From an optimization exercise on the open Yosys and OpenROAD flow, aimed at small area and a short achievable clock period; shortcuts taken in it are not production practice.
Function was not checked in any run shown here: the RTL went through the layout flow alone.
Power figures rest on the tool's default switching activity, not on a simulated workload.

===== flow/config.mk =====
export PLATFORM = sky130hd
export DESIGN_NAME = pwm_block
export DESIGN_NICKNAME = pwm_block
export VERILOG_FILES = /design/flow/design.v
export SDC_FILE = /design/flow/constraint.sdc
export NUM_CORES = 4
export LEC_CHECK = 0
export ABC_AREA = 1
export CAP_MARGIN = 20
export CORE_MARGIN = 2
export CORE_UTILIZATION = 40
export SLEW_MARGIN = 20
export SYNTH_HIERARCHICAL = 1
export BUFFER_PORTS_ARGS = -buffer_cell sky130_fd_sc_hd__buf_1
export CTS_ARGS = -sink_clustering_enable -repair_clock_nets -dont_use_dummy_load -buf_list sky130_fd_sc_hd__clkbuf_8
export SETUP_SLACK_MARGIN = 7.5

===== flow/constraint.sdc =====
create_clock -name core_clock -period 12.0 [get_ports {clk}]
set_input_delay 2.4000 -clock core_clock [delete_from_list [all_inputs] [get_ports {clk}]]
set_output_delay 2.4000 -clock core_clock [all_outputs]
set_load 0.01 [all_outputs]

===== flow/design.v =====
module pwm_block (
    input  wire        clk,
    input  wire        rst,
    input  wire        fast_tick,
    input  wire        slow_tick,
    input  wire        cmd_valid,
    input  wire [31:0] cmd,
    output reg         rsp_valid,
    output reg  [2:0]  rsp_err,
    output reg  [31:0] rsp_data,
    output wire [5:0]  out
);
    reg        [31:0] fast_q;
    reg        [31:0] slow_q;
    reg               slow_pend_q;
    reg        [5:0]  out_q;
    reg               pwm_on_q;
    reg        [15:0] thr_q;
    reg        [7:0]  step_q;
    reg               dir_q;
    reg        [2:0]  sch_q;
    reg               stopreq_q;
    reg        [1:0]  mode_q;       
    reg               cancelled_q;
    reg               f_illop_q;
    reg               f_busy_q;
    reg               f_invch_q;
    reg               f_operand_q;
    assign out = out_q;
    wire [2:0] c_ch  = cmd[27:25];
    wire       c_b   = cmd[24];
    wire [7:0] c_s8  = cmd[23:16];
    wire       busy  = mode_q[0] | mode_q[1];
    wire       legal, op_rdf, op_rds, op_rdst, op_rdenv;
    wire [2:0] err;
    wire       a_rstf, a_rsts, a_set, a_poll, a_load, a_estep, a_glow, a_pulse, a_canc;
    wire       fg_stop, fg_glow, fg_env;
    pwm_dec u_dec (
        .cmd(cmd), .cmd_valid(cmd_valid), .mode_q(mode_q), .stopreq_q(stopreq_q),
        .slow_pend_q(slow_pend_q),
        .legal(legal), .op_rdf(op_rdf), .op_rds(op_rds), .op_rdst(op_rdst), .op_rdenv(op_rdenv),
        .err(err),
        .a_rstf(a_rstf), .a_rsts(a_rsts), .a_set(a_set), .a_poll(a_poll), .a_load(a_load),
        .a_estep(a_estep), .a_glow(a_glow), .a_pulse(a_pulse), .a_canc(a_canc),
        .fg_stop(fg_stop), .fg_glow(fg_glow), .fg_env(fg_env)
    );
    wire        thr_neg = thr_q[15];
    wire        thr_hi;
    wire [15:0] env_new;
    wire [7:0]  env_step_n;
    wire        env_dir_n;
    pwm_env u_env (
        .thr_q(thr_q), .step_q(step_q), .dir_q(dir_q),
        .thr_hi(thr_hi), .env_new(env_new), .env_step_n(env_step_n), .env_dir_n(env_dir_n)
    );
    wire       do_env  = a_estep | fg_env;
    wire       do_poll = a_poll | do_env | fg_glow;
    wire [2:0] pch     = cmd_valid ? c_ch : sch_q;
    wire fz      = ~|fast_q[31:9];
    wire lt500   = fz & (fast_q[8:0] < 9'd500);
    wire gt500   = ~fz | (fast_q[8:0] > 9'd500);
    wire lt_imm  = fz & (fast_q[8:0] < cmd[8:0]);
    wire lt_raw  = fz & (fast_q[8:0] < thr_q[8:0]);
    wire lt_thr  = thr_hi ? lt500 : (~thr_neg & lt_raw);
    wire lt      = a_poll ? lt_imm : lt_thr;
    wire set_on  = gt500 | (~pwm_on_q & lt);
    wire set_off = pwm_on_q & lt500;
    wire p_wr    = do_poll & (set_on | set_off);
    reg [31:0] fast_inc, slow_inc;
    reg [31:0] fc, sc;
    reg [7:0]  fg4, sg4;
    reg [8:0]  fC, sC;
    integer j;
    always @(*) begin
        for (j = 0; j < 8; j = j + 1) begin
            fg4[j] = &fast_q[4*j +: 4];
            sg4[j] = &slow_q[4*j +: 4];
        end
        fC[0] = 1'b1;
        for (j = 0; j < 8; j = j + 1)
            fC[j + 1] = fC[j] & fg4[j];
        for (j = 0; j < 8; j = j + 1) begin
            fc[4*j]     = fC[j];
            fc[4*j + 1] = fC[j] & fast_q[4*j];
            fc[4*j + 2] = fC[j] & fast_q[4*j] & fast_q[4*j + 1];
            fc[4*j + 3] = fC[j] & fast_q[4*j] & fast_q[4*j + 1] & fast_q[4*j + 2];
        end
        fast_inc = fast_q ^ (fc & {32{fast_tick}});
        sc[0] = 1'b1;
        sc[1] = slow_q[0];
        sc[2] = ~(slow_q[0] & slow_q[1]);
        sc[3] = slow_q[2] | (slow_q[0] & slow_q[1]);
        sC[1] = sc[3] & slow_q[3];
        for (j = 1; j < 8; j = j + 1)
            sC[j + 1] = sC[j] & sg4[j];
        for (j = 1; j < 8; j = j + 1) begin
            sc[4*j]     = sC[j];
            sc[4*j + 1] = sC[j] & slow_q[4*j];
            sc[4*j + 2] = sC[j] & slow_q[4*j] & slow_q[4*j + 1];
            sc[4*j + 3] = sC[j] & slow_q[4*j] & slow_q[4*j + 1] & slow_q[4*j + 2];
        end
        sC[0] = 1'b0;
        slow_inc = slow_q ^ (sc & {32{slow_tick}});
    end
    wire fast_clr = a_rstf | a_pulse | (do_poll & gt500);
    wire slow_clr = a_rsts | a_pulse;
    reg [5:0] out_n;
    integer i;
    always @(*) begin
        out_n = out_q;
        for (i = 0; i < 6; i = i + 1) begin
            if (a_set && c_ch == i)
                out_n[i] = c_b;
            if (p_wr && pch == i)
                out_n[i] = set_on;
        end
    end
    wire [31:0] rd_data =
        ({32{op_rdf}}   & fast_q) |
        ({32{op_rds}}   & slow_q) |
        ({32{op_rdst}}  & {12'd0, f_operand_q, f_invch_q, f_busy_q, f_illop_q,
                           1'b0, sch_q, cancelled_q, stopreq_q, mode_q,
                           dir_q, pwm_on_q, out_q}) |
        ({32{op_rdenv}} & {8'd0, step_q, thr_q});
    always @(posedge clk) begin
        rsp_err  <= err;
        rsp_data <= legal ? rd_data : 32'd0;
    end
    always @(posedge clk) begin
        if (rst) begin
            fast_q      <= 32'd0;
            slow_q      <= 32'd0;
            slow_pend_q <= 1'b0;
            out_q       <= 6'd0;
            pwm_on_q    <= 1'b0;
            thr_q       <= 16'd20;
            step_q      <= 8'd1;
            dir_q       <= 1'b0;
            sch_q       <= 3'd0;
            stopreq_q   <= 1'b0;
            mode_q      <= 2'd0;
            cancelled_q <= 1'b0;
            f_illop_q   <= 1'b0;
            f_busy_q    <= 1'b0;
            f_invch_q   <= 1'b0;
            f_operand_q <= 1'b0;
            rsp_valid   <= 1'b0;
        end else begin
            rsp_valid <= cmd_valid;
            fast_q <= fast_clr ? {31'd0, fast_tick} : fast_inc;
            slow_q <= slow_clr ? {29'd0, slow_tick, 1'b0, slow_tick} : slow_inc;
            if (a_pulse | fg_env)
                slow_pend_q <= slow_tick;
            else if (slow_tick)
                slow_pend_q <= 1'b1;
            out_q <= out_n;
            if (p_wr)
                pwm_on_q <= set_on;
            else if (a_glow | a_pulse)
                pwm_on_q <= 1'b0;
            if (a_load | a_glow)
                thr_q <= cmd[15:0];
            else if (a_pulse)
                thr_q <= 16'd20;
            else if (do_env)
                thr_q <= env_new;
            if (a_load)
                step_q <= c_s8;
            else if (a_pulse)
                step_q <= 8'd1;
            else if (do_env)
                step_q <= env_step_n;
            if (a_load)
                dir_q <= c_b;
            else if (a_pulse)
                dir_q <= 1'b0;
            else if (do_env)
                dir_q <= env_dir_n;
            if (a_glow | a_pulse)
                sch_q <= c_ch;
            if (a_glow | a_pulse | fg_stop)
                stopreq_q <= 1'b0;
            else if (a_canc & busy)
                stopreq_q <= 1'b1;
            if (a_glow)
                mode_q <= 2'd1;
            else if (a_pulse)
                mode_q <= 2'd2;
            else if (fg_stop)
                mode_q <= 2'd0;
            if (a_glow | a_pulse)
                cancelled_q <= 1'b0;
            else if (fg_stop)
                cancelled_q <= 1'b1;
            if (cmd_valid) begin
                if (err == 3'd1) f_illop_q   <= 1'b1;
                if (err == 3'd2) f_busy_q    <= 1'b1;
                if (err == 3'd3) f_invch_q   <= 1'b1;
                if (err == 3'd4) f_operand_q <= 1'b1;
            end
        end
    end
endmodule
module pwm_dec (
    input  wire [31:0] cmd,
    input  wire        cmd_valid,
    input  wire [1:0]  mode_q,
    input  wire        stopreq_q,
    input  wire        slow_pend_q,
    output wire        legal,
    output wire        op_rdf,
    output wire        op_rds,
    output wire        op_rdst,
    output wire        op_rdenv,
    output wire [2:0]  err,
    output wire        a_rstf,
    output wire        a_rsts,
    output wire        a_set,
    output wire        a_poll,
    output wire        a_load,
    output wire        a_estep,
    output wire        a_glow,
    output wire        a_pulse,
    output wire        a_canc,
    output wire        fg_stop,
    output wire        fg_glow,
    output wire        fg_env
);
    wire [3:0] op    = cmd[31:28];
    wire [2:0] c_ch  = cmd[27:25];
    wire       c_b   = cmd[24];
    wire [7:0] c_s8  = cmd[23:16];
    wire z_imm = ~|cmd[15:0];
    wire z_s8  = ~|c_s8;
    wire z_ch  = ~|c_ch;
    assign op_rdf   = (op == 4'h1);
    assign op_rds   = (op == 4'h2);
    wire op_rstf  = (op == 4'h3);
    wire op_rsts  = (op == 4'h4);
    wire op_set   = (op == 4'h5);
    wire op_poll  = (op == 4'h6);
    wire op_load  = (op == 4'h7);
    wire op_estep = (op == 4'h8);
    wire op_glow  = (op == 4'h9);
    wire op_pulse = (op == 4'hA);
    wire op_canc  = (op == 4'hB);
    assign op_rdst  = (op == 4'hC);
    assign op_rdenv = (op == 4'hD);
    assign legal =
        ((op_rdf | op_rds | op_rstf | op_rsts | op_canc | op_rdst | op_rdenv) & z_ch & ~c_b & z_s8 & z_imm) |
        (op_set & z_s8 & z_imm) |
        ((op_poll | op_glow) & ~c_b & z_s8) |
        (op_load & z_ch) |
        ((op_estep | op_pulse) & ~c_b & z_s8 & z_imm);
    wire busy    = mode_q[0] | mode_q[1];
    wire ch_bad  = c_ch[2] & c_ch[1];
    wire imm_bad = cmd[15] | (|cmd[14:9]) | (cmd[8:0] > 9'd500);
    wire need_idle = op_rstf | op_rsts | op_set | op_poll | op_load | op_estep | op_glow | op_pulse;
    wire need_ch   = op_set | op_poll | op_estep | op_glow | op_pulse;
    wire need_imm  = op_poll | op_glow;
    wire e_busy = need_idle & busy;
    wire e_ch   = need_ch & ch_bad;
    wire e_opnd = (need_imm & imm_bad) | (op_load & z_s8);
    assign err =
        ~legal ? 3'd1 :
        e_busy ? 3'd2 :
        e_ch   ? 3'd3 :
        e_opnd ? 3'd4 : 3'd0;
    wire ok      = cmd_valid & legal & ~e_busy & ~e_ch & ~e_opnd;
    assign a_rstf  = ok & op_rstf;
    assign a_rsts  = ok & op_rsts;
    assign a_set   = ok & op_set;
    assign a_poll  = ok & op_poll;
    assign a_load  = ok & op_load;
    assign a_estep = ok & op_estep;
    assign a_glow  = ok & op_glow;
    assign a_pulse = ok & op_pulse;
    assign a_canc  = ok & op_canc;
    wire fg      = ~cmd_valid & busy;
    assign fg_stop = fg & stopreq_q;
    assign fg_glow = fg & ~stopreq_q & mode_q[0];
    assign fg_env  = fg & ~stopreq_q & mode_q[1] & slow_pend_q;
endmodule
module pwm_env (
    input  wire [15:0] thr_q,
    input  wire [7:0]  step_q,
    input  wire        dir_q,
    output wire        thr_hi,
    output wire [15:0] env_new,
    output wire [7:0]  env_step_n,
    output wire        env_dir_n
);
    wire thr_neg = thr_q[15];
    assign thr_hi = ~thr_q[15] & ((|thr_q[14:9]) | (thr_q[8:0] >= 9'd500));
    wire clamp   = thr_neg | thr_hi;
    wire [9:0] ea = {1'b0, thr_q[8:0]};
    wire [9:0] eb = {2'b0, step_q ^ {8{dir_q}}};
    reg  [9:0] pg_g, pg_p, cy;
    reg  [9:0] gg, pp;
    integer m, n;
    always @(*) begin
        pg_g = ea & eb;
        pg_p = ea ^ eb;
        gg = pg_g;
        pp = pg_p;
        gg[0] = pg_g[0] | (pg_p[0] & dir_q);
        for (m = 1; m < 10; m = m * 2)
            for (n = 9; n >= m; n = n - 1) begin
                gg[n] = gg[n] | (pp[n] & gg[n - m]);
                pp[n] = pp[n] & pp[n - m];
            end
        cy = {gg[8:0], dir_q};
    end
    wire [9:0] v = pg_p ^ cy;
    wire       xneg = dir_q & ~v[9] & ~v[8];
    wire [7:0] dp   = dir_q ? {1'b0, v[9], v[7:2]} : v[9:2];
    reg [5:0] qp;
    reg [4:0] r, rn;
    integer k;
    always @(*) begin
        qp[5] = (dp[7:5] >= 3'd5);
        case (dp[7:5])
            3'd0, 3'd5: r = 5'b00001;
            3'd1, 3'd6: r = 5'b00010;
            3'd2, 3'd7: r = 5'b00100;
            3'd3:       r = 5'b01000;
            default:    r = 5'b10000;
        endcase
        for (k = 4; k >= 0; k = k - 1) begin
            qp[k] = r[3] | r[4] | (r[2] & dp[k]);
            rn[0] = dp[k] ? r[2] : r[0];
            rn[1] = dp[k] ? r[0] : r[3];
            rn[2] = dp[k] ? r[3] : r[1];
            rn[3] = dp[k] ? r[1] : r[4];
            rn[4] = dp[k] ? r[4] : r[2];
            r = rn;
        end
    end
    reg [3:0] qy;
    reg [4:0] ry, ryn;
    always @(*) begin
        qy[3] = (v[7:5] >= 3'd5);
        case (v[7:5])
            3'd0, 3'd5: ry = 5'b00001;
            3'd1, 3'd6: ry = 5'b00010;
            3'd2, 3'd7: ry = 5'b00100;
            3'd3:       ry = 5'b01000;
            default:    ry = 5'b10000;
        endcase
        for (k = 2; k >= 0; k = k - 1) begin
            qy[k]  = ry[3] | ry[4] | (ry[2] & v[k + 2]);
            ryn[0] = v[k + 2] ? ry[2] : ry[0];
            ryn[1] = v[k + 2] ? ry[0] : ry[3];
            ryn[2] = v[k + 2] ? ry[3] : ry[1];
            ryn[3] = v[k + 2] ? ry[1] : ry[4];
            ryn[4] = v[k + 2] ? ry[4] : ry[2];
            ry = ryn;
        end
    end
    wire [4:0] qn = {1'b0, qy} + 5'd20 + {4'd0, ry[4] & (v[1:0] != 2'b00)};
    assign env_new = thr_hi  ? {11'd0, 2'b11, 2'b00, dir_q} :
                          thr_neg ? 16'd0 :
                          xneg    ? {{11{qn[4]}}, qn} :
                                    {10'd0, qp};
    assign env_step_n = clamp ? 8'd1 : step_q;
    assign env_dir_n = dir_q ^ clamp;
endmodule

===== flow/flow/run.sh =====
#!/bin/bash
# Layout flow: the standard ORFS flow (standard.sh) with these changes:
#  * synthesis is the standard synthesis script, except that ABC maps the
#    logic with the area-oriented script flow/abc.script (registers, their
#    names and cell types are untouched);
#  * ports are buffered with buf_1 cells instead of delay buffers;
#  * CTS uses the buffers in CTS_BUF_LIST without dummy loads.
# Each tool's output goes to the ORFS logs under orfs/logs and to flow_*.log here.
set -euo pipefail
W=$(pwd)
F=$W/flow

# synthesis script: synth_recipe.tcl sourcing a copy of ORFS synth.tcl whose
# abc call uses our script
sed "s#^  log_cmd abc {\*}\$abc_args#  log_cmd abc -script $F/abc.script {*}[lrange \$abc_args 2 end]#" \
    "$FLOW_HOME/scripts/synth.tcl" > "$W/my_synth.tcl"
grep -q "abc -script $F/abc.script" "$W/my_synth.tcl"
sed "s#source \$::env(SCRIPTS_DIR)/synth.tcl#source $W/my_synth.tcl#" "$W/synth_recipe.tcl" > "$W/my_synth_recipe.tcl"
grep -q "source $W/my_synth.tcl" "$W/my_synth_recipe.tcl"

cat "$F/extra.mk" >> "$W/config.mk"

sed "s#SYNTH_SCRIPT=[^ ]*synth_recipe.tcl#SYNTH_SCRIPT=$W/my_synth_recipe.tcl#" "$W/standard.sh" > "$W/my_standard.sh"
grep -q "SYNTH_SCRIPT=$W/my_synth_recipe.tcl" "$W/my_standard.sh"

bash "$W/my_standard.sh" > "$W/flow_make.log" 2>&1

===== flow/flow/abc.script =====
strash
&get -n
&dch
&nf
&put

===== flow/flow/extra.mk =====
export BUFFER_PORTS_ARGS = -buffer_cell sky130_fd_sc_hd__buf_1
export CTS_ARGS = -sink_clustering_enable -repair_clock_nets -dont_use_dummy_load -buf_list sky130_fd_sc_hd__clkbuf_8
export SETUP_SLACK_MARGIN = 7.5

===== flow/standard.sh =====
#!/bin/bash
# synth_recipe.tcl (not shown) runs the flow's synth.tcl, then flattens the netlist and writes it again
# the make line also repeats each setting of config.mk as NAME=value (left out here)
make -C /OpenROAD-flow-scripts/flow DESIGN_CONFIG=/design/flow/config.mk WORK_HOME=/design/flow/orfs CLKGATE_MAP_FILE= SYNTH_SCRIPT=/design/flow/synth_recipe.tcl "${@:-finish}"

==> impl.org, run 1 <==
** CTS
- TritonCTS Buffers :: 17
- After clock tree synthesis, the clock-pin slew on the worst setup and hold paths is 0.06 ns.
- The clock passes through at most 2 buffers.
- Buffer cell driving the clock tree root :: sky130_fd_sc_hd__clkbuf_8
- H-tree depth :: 4
- TritonCTS built the clock tree.
- CTS saw ~140 sinks.
- Skew-Pair Late Insertion Delay :: 0.46 ns

** Floorplanning
- Placeable core region :: around 0.019 mm^2
- Rows :: 51
- The floorplan step set the die height to between 100 and 150 um.
- 79 I/O pins were placed.
- Die extent in x :: approximately 140 um
- Starting Density :: 40.51%
- Die area :: between 0.02 and 0.025 mm^2

** Drt
- 1st-pass router iterations :: 6
- Initial DRC count :: 676
- Wires add up to 27470 um.
- Via density per instance :: between 6 and 7
- Number of remaining DRC errors :: 0
- Detailed-route wire length per cell :: 19.83 um
- Once detail routing completed, the nets flagged for antenna violations numbered 0.
- Via count of the routed design :: 8395

** Logic synthesis
- Total nets after synthesis :: 1003
- Flop and latch count out of synthesis :: 144
- The cell area that synthesis handed to floorplanning was 0.007858 mm^2.
- Most frequent cells after synthesis :: sky130_fd_sc_hd__dfxtp_1 (144), sky130_fd_sc_hd__nor2_1 (97), sky130_fd_sc_hd__nand2_1 (63), sky130_fd_sc_hd__a21oi_1 (59), sky130_fd_sc_hd__nor3_1 (52)
- Area leader, netlist :: sky130_fd_sc_hd__dfxtp_1
- The synthesized design contains 0 enable-type register cells.
- In this run the biggest area consumer among cell types represents between 30% and 40% of the synthesized area.
- In the synthesized netlist, the number of instances is 937.
- After synthesis, the cell types taking the most area are sky130_fd_sc_hd__dfxtp_1 (37%), sky130_fd_sc_hd__nor2_1 (4.6%), sky130_fd_sc_hd__ha_1 (4.5%).
- In the synthesized netlist the dominant register cell turns out to be sky130_fd_sc_hd__dfxtp_1.
- The synthesized netlist contains 55 unique library cells.
- Most frequent cell after synthesis :: sky130_fd_sc_hd__dfxtp_1
- The Yosys step of the flow raised 8 warnings.
- Sequential share of the synthesized area :: 36.69%
- After synthesis, the share of flip-flops with an asynchronous set or reset is 0%.
- Post-Syn Area per Cell :: 8.386 um^2

** Setup path
- Number of buffer and inverter instances along the worst setup path :: 3
- Worst endpoint data arrival time :: 5.04 ns
- End of the worst register-to-register path :: thr_q[0]
- For the worst setup path, the data required time is 12.35 ns.
- Cell Chain, Critical Path :: buf_1, nor2_1, nand3b_1, a21oi_4, o22a_1, nand3_4, a2111oi_4, buf_4, o31a_1, o31ai_4, buf_4, o211ai_1, nor2_1, a311oi_1
- Gate family responsible for the most delay along the worst path :: compound AO/OA/AOI/OAI gates
- Startpoint of the lowest-slack register-to-register path :: dir_q
- The worst setup path is launched from an input pin.
- STA classifies the critical path endpoint as a register.
- Measured in cells, the most critical reg-to-reg path has a length of 16.
- On the worst path, the slowest cell contributes a delay of 0.33 ns.
- R2r setup slk :: 7.56 ns
- Maximum fanout along the worst path :: 5
- The critical path is of the in -> reg type.
- The slowest stage of the critical path is the sky130_fd_sc_hd__a2111oi_4 cell.

** Hold path
- Hold crit path type :: reg -> reg
- For hold timing, the worst endpoint is f_illop_q.
- Along the worst hold path, the cell count comes to 2.
- In this run the most critical hold path is launched from f_illop_q.

** Global routing
- Number of global-route vias before repair :: 7539
- Global-route wire length before repair :: between 40000 and 50000 um
- The total overflow left after global routing is 0.
- Initial antenna violation count :: 0
- Pin count of the biggest net entering global routing :: 54
- Across every metal layer, demand over resource in global routing totals between 20% and 30%.

** STA
- Summed over all failing endpoints, the final setup total negative slack is 0 ns.
- Final hold violation count :: 0
- Number of max-slew violations in the final report :: 0
- Unrepaired setup endpoints after global routing :: true
- Max Clock Freq :: 213.0 MHz
- Clock skew after layout :: 0.01912 ns
- Final hold analysis gives a worst-case slack of 0.4720 ns.
- The routed design could run at a clock period as short as approximately 4.7 ns.
- Max transition margin :: between 20 and 25%
- Setup violation total in the final timing report :: 0
- Ratio of final minimum period to clock period :: 39.12%
- Measured slew at the worst slew-check pin :: about 1.1 ns

** Layout
- In the final design database the tool counted 1188 nets.
- Share of final-layout standard cells stronger than drive strength 1 :: 23.21%
- Cells fill a little over half of the core in the end.
- 0 antenna diodes ended up in the layout.
- Counting the fill cells in the layout gives approximately 1.8k.
- The area growth from synthesis to layout is 34.52%.

** Placed design
- Routability congestion estimate from global placement :: 0.9281
- The HPWL after detailed placement is 17800 um.
- # port buffers :: 78

** Run status
- Run status :: finished clean

** Run
- The tool flagged a number of max-cap violations equal to 0.

** Power and ir drop
- Maximum vdd drop :: 0.05740 mV
- Cell area power density :: roughly 80 mW/mm^2
- For this design the static power due to leakage is roughly 3.7 nW.
-- where the power goes --
| group | internal, mW | switching, mW |
|---|---|---|
| Clock | 0.125 | 0.161 |
| Combinational | 0.0285 | 0.0443 |
| Sequential | 0.480 | 0.00348 |
| Total | 0.634 | 0.208 |
-- through the flow --
stage	total power, mW	cell area (um^2)	worst slack, ns	instances
floorplan	0.5206	8179	7.098	937
global placement	0.5461	8825	6.209	1281
detailed placement	0.5460	8825	6.180	1281
CTS	0.8343	9684	7.334	1340
global route	0.8721	10570	7.178	1385
finish	0.8420	10570	7.305	1385
-- state kept, by name, summed over array words and instances, names as in the netlist --
register,cells
cancelled_q,1
dir_q,1
f_busy_q,1
f_illop_q,1
f_invch_q,1
f_operand_q,1
fast_q,32
mode_q,2
out_q,6
pwm_on_q,1
rsp_data,32
rsp_err,3
rsp_valid,1
sch_q,3
slow_pend_q,1
slow_q,32
step_q,8
stopreq_q,1
thr_q,16
-- cells in the final DEF (no fill, tap or decap), drive strengths merged, types with 8 or more instances in the layout --
master  count
o21ai      38
a221oi     17
ha         28
nor2b      24
a222oi     24
nor3       52
nor2       99
or2        10
nand4      16
o211ai      8
nand2b      8
and3       12
xor2       13
a21oi      59
a21boi     19
a311oi     11
dfxtp     144
and2       23
a22oi      19
o21a       12
buf       160
nor4       16
xnor2      14
mux2i       9
a211oi     31
a21o        8
clkbuf     26
nand3      29
clkinv     34
a31oi      27
nand2      63
-- final cells by class --
type | instances | area, um^2 | area share (%)
tap | 265 | 331.6 | 3.137
timing repair buffer | 169 | 1247 | 11.80
sequential | 144 | 2888 | 27.32
multi-input combinational | 756 | 5742 | 54.32
clock buffer | 17 | 234.0 | 2.214
inverter | 34 | 127.6 | 1.207
-- how the worst max path moves through the flow --
stage	start	endpoint	cells after the start
5_1_grt	cmd[30]	out_q[2]	11
2_1_floorplan	cmd[26]	thr_q[6]	10
6_report	cmd[1]	out_q[1]	14
3_5_place_dp	cmd[31]	thr_q[10]	12
3_3_place_gp	cmd[31]	slow_q[31]	10
4_1_cts	cmd[25]	out_q[2]	12
-- tightest hold or removal path, delay by kind of cell (launching register included) --
kind	cells	cell delay, ns
and+or+nand+nor	1	0.07
DFF	1	0.33
AOI/OAI and AO/OA	1	0.04
-- timing repair --
action,in CTS,in global routing
buffers inserted,37,40
endpoints found under the hold margin,0,0
pin swaps,30,47
hold buffers,0,0
gates cloned,5,5
endpoints found under the setup margin,137,89
resized for setup,70,123
-- per-module statistics from Yosys (local to each module, per instance) --
module     copies in the design  flip-flops and latches
pwm_block                     1                     144
pwm_env                       1                       0
pwm_dec                       1                       0
-- cell families (layout without fill, tap and decap cells) --
logic type	after synthesis	count (layout)	share of synthesized area, %
simple gates	373	378	23.84
xor+xnor	27	27	3.010
flops	144	144	36.69
compound gates	309	310	27.69
mux	12	12	1.576
fa+ha+maj	29	29	4.713
buf+inv	43	220	2.484
-- per-layer routing --
metal  global-route usage (%)  part of all wire [%]
met1                    31.60                    42
met2                    44.49                    49
met3                    4.172                   5.2
met4                    10.02                   3.8
met5                        0                     0
==> run 2: changes to the inputs <==
==> flow/flow/extra.mk (replaced) <==
export BUFFER_PORTS_ARGS = -buffer_cell sky130_fd_sc_hd__buf_1
export CTS_ARGS = -sink_clustering_enable -repair_clock_nets -dont_use_dummy_load -buf_list sky130_fd_sc_hd__clkbuf_8
export SETUP_SLACK_MARGIN = 6.5
--- a/flow/config.mk
+++ b/flow/config.mk
@@ -14,3 +14,3 @@
 export BUFFER_PORTS_ARGS = -buffer_cell sky130_fd_sc_hd__buf_1
 export CTS_ARGS = -sink_clustering_enable -repair_clock_nets -dont_use_dummy_load -buf_list sky130_fd_sc_hd__clkbuf_8
-export SETUP_SLACK_MARGIN = 7.5
+export SETUP_SLACK_MARGIN = 6.5
==> run 2 against run 1 <==
Still clean; clock power hardly changed; die area unchanged; core utilization down 8.2 points; via count shrank 6.4%; sequential power about the same; highest routed layer unchanged.
==> impl.org, run 2 <==
** Run status
- Run status :: finished clean

** Logic synthesis
- Yosys cell types :: 55
- Total standard cell area after synthesis :: 0.007858 mm^2
- Ranked by instance count, the synthesized netlist is headed by sky130_fd_sc_hd__dfxtp_1 (144), sky130_fd_sc_hd__nor2_1 (97), sky130_fd_sc_hd__nand2_1 (63), sky130_fd_sc_hd__a21oi_1 (59), sky130_fd_sc_hd__nor3_1 (52).
- sky130_fd_sc_hd__dfxtp_1 is the most common cell in the netlist.
- Flop and latch count out of synthesis :: 144
- Sequential share of the synthesized area :: 36.69%
- Synth warnings :: 8
- Counting flops with a built-in enable in the synthesized netlist gives 0.
- After synthesis, the mean cell area works out to ~8.4 um^2.
- Area leader, netlist :: sky130_fd_sc_hd__dfxtp_1
- For this run, the leading register cell type out of synthesis is sky130_fd_sc_hd__dfxtp_1.
- Counting flops with an async set or reset pin after synthesis yields a share of 0%.
- Area share of the leading cell type in the synthesized netlist :: 36.69%
- Total nets after synthesis :: 1003
- Top cells by area, synth :: sky130_fd_sc_hd__dfxtp_1 (37%), sky130_fd_sc_hd__nor2_1 (4.6%), sky130_fd_sc_hd__ha_1 (4.5%)
- Post-Syn Instances :: 937

** Drt
- Remaining antenna violation count :: 0
- Detailed-route wire length per cell :: 18.97 um
- In the detailed route, the total length drawn on met2 is approximately 11000 um.
- The detailed router finished its first iteration with 812 violations.
- In the final routing, the length of wire on met1 measures 11260 um.
- Highest routed metal layer :: met4
- Via density per instance :: 6.008
- The routed design has approximately 25000 um of wire.
- For this run, the detailed router's first-pass iteration total came to 7.
- Number of remaining DRC errors :: 0
- Via count of the routed design :: 7859
- In the detailed route, the total length drawn on met3 is 1609 um.

** STA
- Post-layout worst setup margin :: 6.677 ns
- For the pin with the worst max-slew slack, the measured transition is 1.167 ns.
- Max transition margin :: ~22%
- Setup violations remaining at the end of the flow were counted as 0.
- Max Clock Freq :: 187.9 MHz
- Final hold violation count :: 0
- Period minus WS final :: 5.323 ns
- Setup repair after global routing left no endpoint under its margin.
- The final critical path takes up around 44% of the cycle.
- Setup TNS :: 0 ns
- Number of max-slew violations in the final report :: 0
- Clock skew after layout :: 0.02413 ns

** CTS
- Buffer cell driving the clock tree root :: sky130_fd_sc_hd__clkbuf_8
- After clock tree synthesis, the flow added hold-fix buffers numbering 0.
- In this run the number of H-tree levels came out at 4.
- The clock net in this run drives a total of 144 sinks.
- Skew-Pair Late Insertion Delay :: about 0.45 ns
- TritonCTS built the clock tree.
- Clock Tree Buf Depth :: 2
- Clock slew seen by the registers of the worst setup and hold paths :: 0.08 ns
- TritonCTS Buffers :: 17

** Global routing
- For this run, the total global-route usage over all layers was measured as 23.99%.
- The number of global-route vias before repair was ~7.1k.
- Initial antenna violation count :: 0
- The first global-routing pass estimated 38580 um of wire.
- Pin count of the biggest net entering global routing :: 52
- After global routing the overflow that remains totals 0.

** Setup path
- Critical Path Most Common Cell :: sky130_fd_sc_hd__a31oi_1
- The worst setup path is captured at a register.
- Worst EP required :: 12.40 ns
- Data arrives at the worst endpoint at about 5.7 ns.
- Delay of the slowest cell on the worst path :: approximately 0.38 ns
- Walking the worst path, the cells encountered are buf_1, nor2_1, mux2i_1, a31oi_1, o21ai_0, a21o_2, a211oi_1, nor2_2, nand2_1, a211o_1, or2_4, a31oi_1, o21a_1.
- Worst path slowest cell :: sky130_fd_sc_hd__a21o_2
- The setup path with the least slack is of type in -> reg.
- Startpoint type of the worst setup path :: input pin
- Maximum fanout along the worst path :: 31

** Layout
- The largest registers in the layout are fast_q: 32 flops, rsp_data: 32 flops, slow_q: 32 flops.
- Total Nets Final :: 1111
- The number of antenna diodes in the final layout is 0.
- Commonest non-fill, non-tap cell in the layout :: sky130_fd_sc_hd__dfxtp_1
- In the final layout, the share of cells above drive strength 1 is between 5 and 6%.
- Area added between synthesis and finish :: 14.20%
- Leaving out fill and tap cells, the most frequent cells in the layout are sky130_fd_sc_hd__dfxtp_1 (143), sky130_fd_sc_hd__nor2_1 (93), sky130_fd_sc_hd__buf_1 (76).
- Non-filler cells in the finished layout :: approximately 1.3k

** Floorplanning
- Die extent in x :: 144.2 um
- Placeable core region :: 0.01940 mm^2
- Die area :: 0.02078 mm^2
- Rows :: 51
- 79 I/O pins were placed.
- Die span in y :: 144.2 um
- Starting Density :: ~40%

** Run
- Maxcap violations :: 0

** Placed design
- Detailed placement ended at an HPWL of about 18000 um.
- Minimum setup slack after placement :: about 5.5 ns
- Input and output buffers added on the ports amount to 78.
- Routability congestion estimate from global placement :: 0.9486
- Number of placed instances, taps included :: 1279

** Power and ir drop
- Cell area power density :: 91.30 mW/mm^2
- Total chip power :: 0.8193 mW
- The worst-case IR drop observed on VDD is between 0.05 and 0.06 mV.
- The analysis attributes to cell leakage a power of 3.018 nW.

** Hold path
- The worst hold path belongs to the class reg -> reg.
[run 2: worst max-delay path: cells and delay by family]
family,cells,cell delay (ns)
AO/OA/AOI/OAI,7,1.54
buffers and inverters,1,0.19
multiplexers,1,0.26
AND/OR/NAND/NOR,4,1.32
[run 2: logic make-up after synthesis]
kind of cell / after synthesis / share of synthesized area [%]
flops: 144 / 36.69
buf+inv: 43 / 2.484
mux: 12 / 1.576
xor+xnor: 27 / 3.010
simple gates: 373 / 23.84
compound gates: 309 / 27.69
fa+ha+maj: 29 / 4.713
[run 2: worst paths after layout]
kind                   from         end  slack [ns]  cells past startpoint
hold / removal    f_invch_q   f_invch_q        0.48                      2
setup / recovery    cmd[29]  fast_q[14]        6.68                     13
hold reg to reg   f_invch_q   f_invch_q        0.48                      2
setup reg to reg      dir_q    thr_q[7]        7.01                     19
[run 2: cell type report]
cell class	instances	area, um^2
clock buffers	17	234.0
flip-flops and latches	144	2884
well taps	265	331.6
multi-input cells	751	4955
fillers	1958	10430
inverters	34	127.6
repair buffers	97	441.7
[run 2: stage by stage]
step	utilization, %	instance area (um^2)	hold WS, ns
finish	46.26	8974	0.4820
floorplan	-	7889	0.4370
global route	46.26	8974	0.5042
CTS	45.52	8830	0.4864
global placement	43.94	8523	0.4570
detailed placement	43.94	8524	0.4683
[run 2: Yosys stat by module (local to each module, per instance)]
module     flops+latches  copies in the design  cells
pwm_block            144                     1    677
pwm_dec                0                     1     73
pwm_env                0                     1    187
[run 2: where the power goes]
| part | internal, mW | switching [mW] | leakage, nW |
|---|---|---|---|
| Clock | 0.125 | 0.160 | 0.122 |
| Sequential | 0.481 | 0.00406 | 1.16 |
| Combinational | 0.0157 | 0.0344 | 1.73 |
| Total | 0.621 | 0.198 | 3.02 |
[run 2: metal layers]
metal  vias to the layer above  global-route usage [%]
met5                         -                       0
met1                      3687                   33.04
li1                       3835                       -
met3                        34                   3.742
met2                       303                   38.40
met4                         0                   8.125
[run 2: what timing repair did]
item / in CTS / in global routing
gates resized for setup: 11 / 12
pin swaps: 2 / 3
setup endpoints to repair: 63 / 54
gates cloned: 0 / 1
setup buffers: 4 / 6

==> static timing again, ports no longer ideal <==
No port has a modelled driver above. Below, the same layouts with a new extraction and two added sets of constraints. Step 1 assumes that a clkbuf_16 drives the clock port and a buf_2 every other input. Step 2 also shifts input and output timing later by t, the mid clock arrival at the registers, as if the neighbouring blocks saw the same clock. Three values: no drivers, after step 1, after step 2; two values: the first two.
| run | shift t [ns] | slack for setup (ns) | worst data-port slew with drivers (ns) | cell pins on the clock port's net |
|---|---|---|---|---|
| run 1 | 0.491 | 7.305 / 7.298 / 6.806 | 0.08 | 1 |
| run 2 | 0.475 | 6.677 / 6.644 / 6.169 | 0.08 | 1 |
After both steps every run listed still meets setup and hold. For run 2, which loses most, drivers alone change the setup slack by -0.033 ns; drivers and shift together by -0.508 ns.
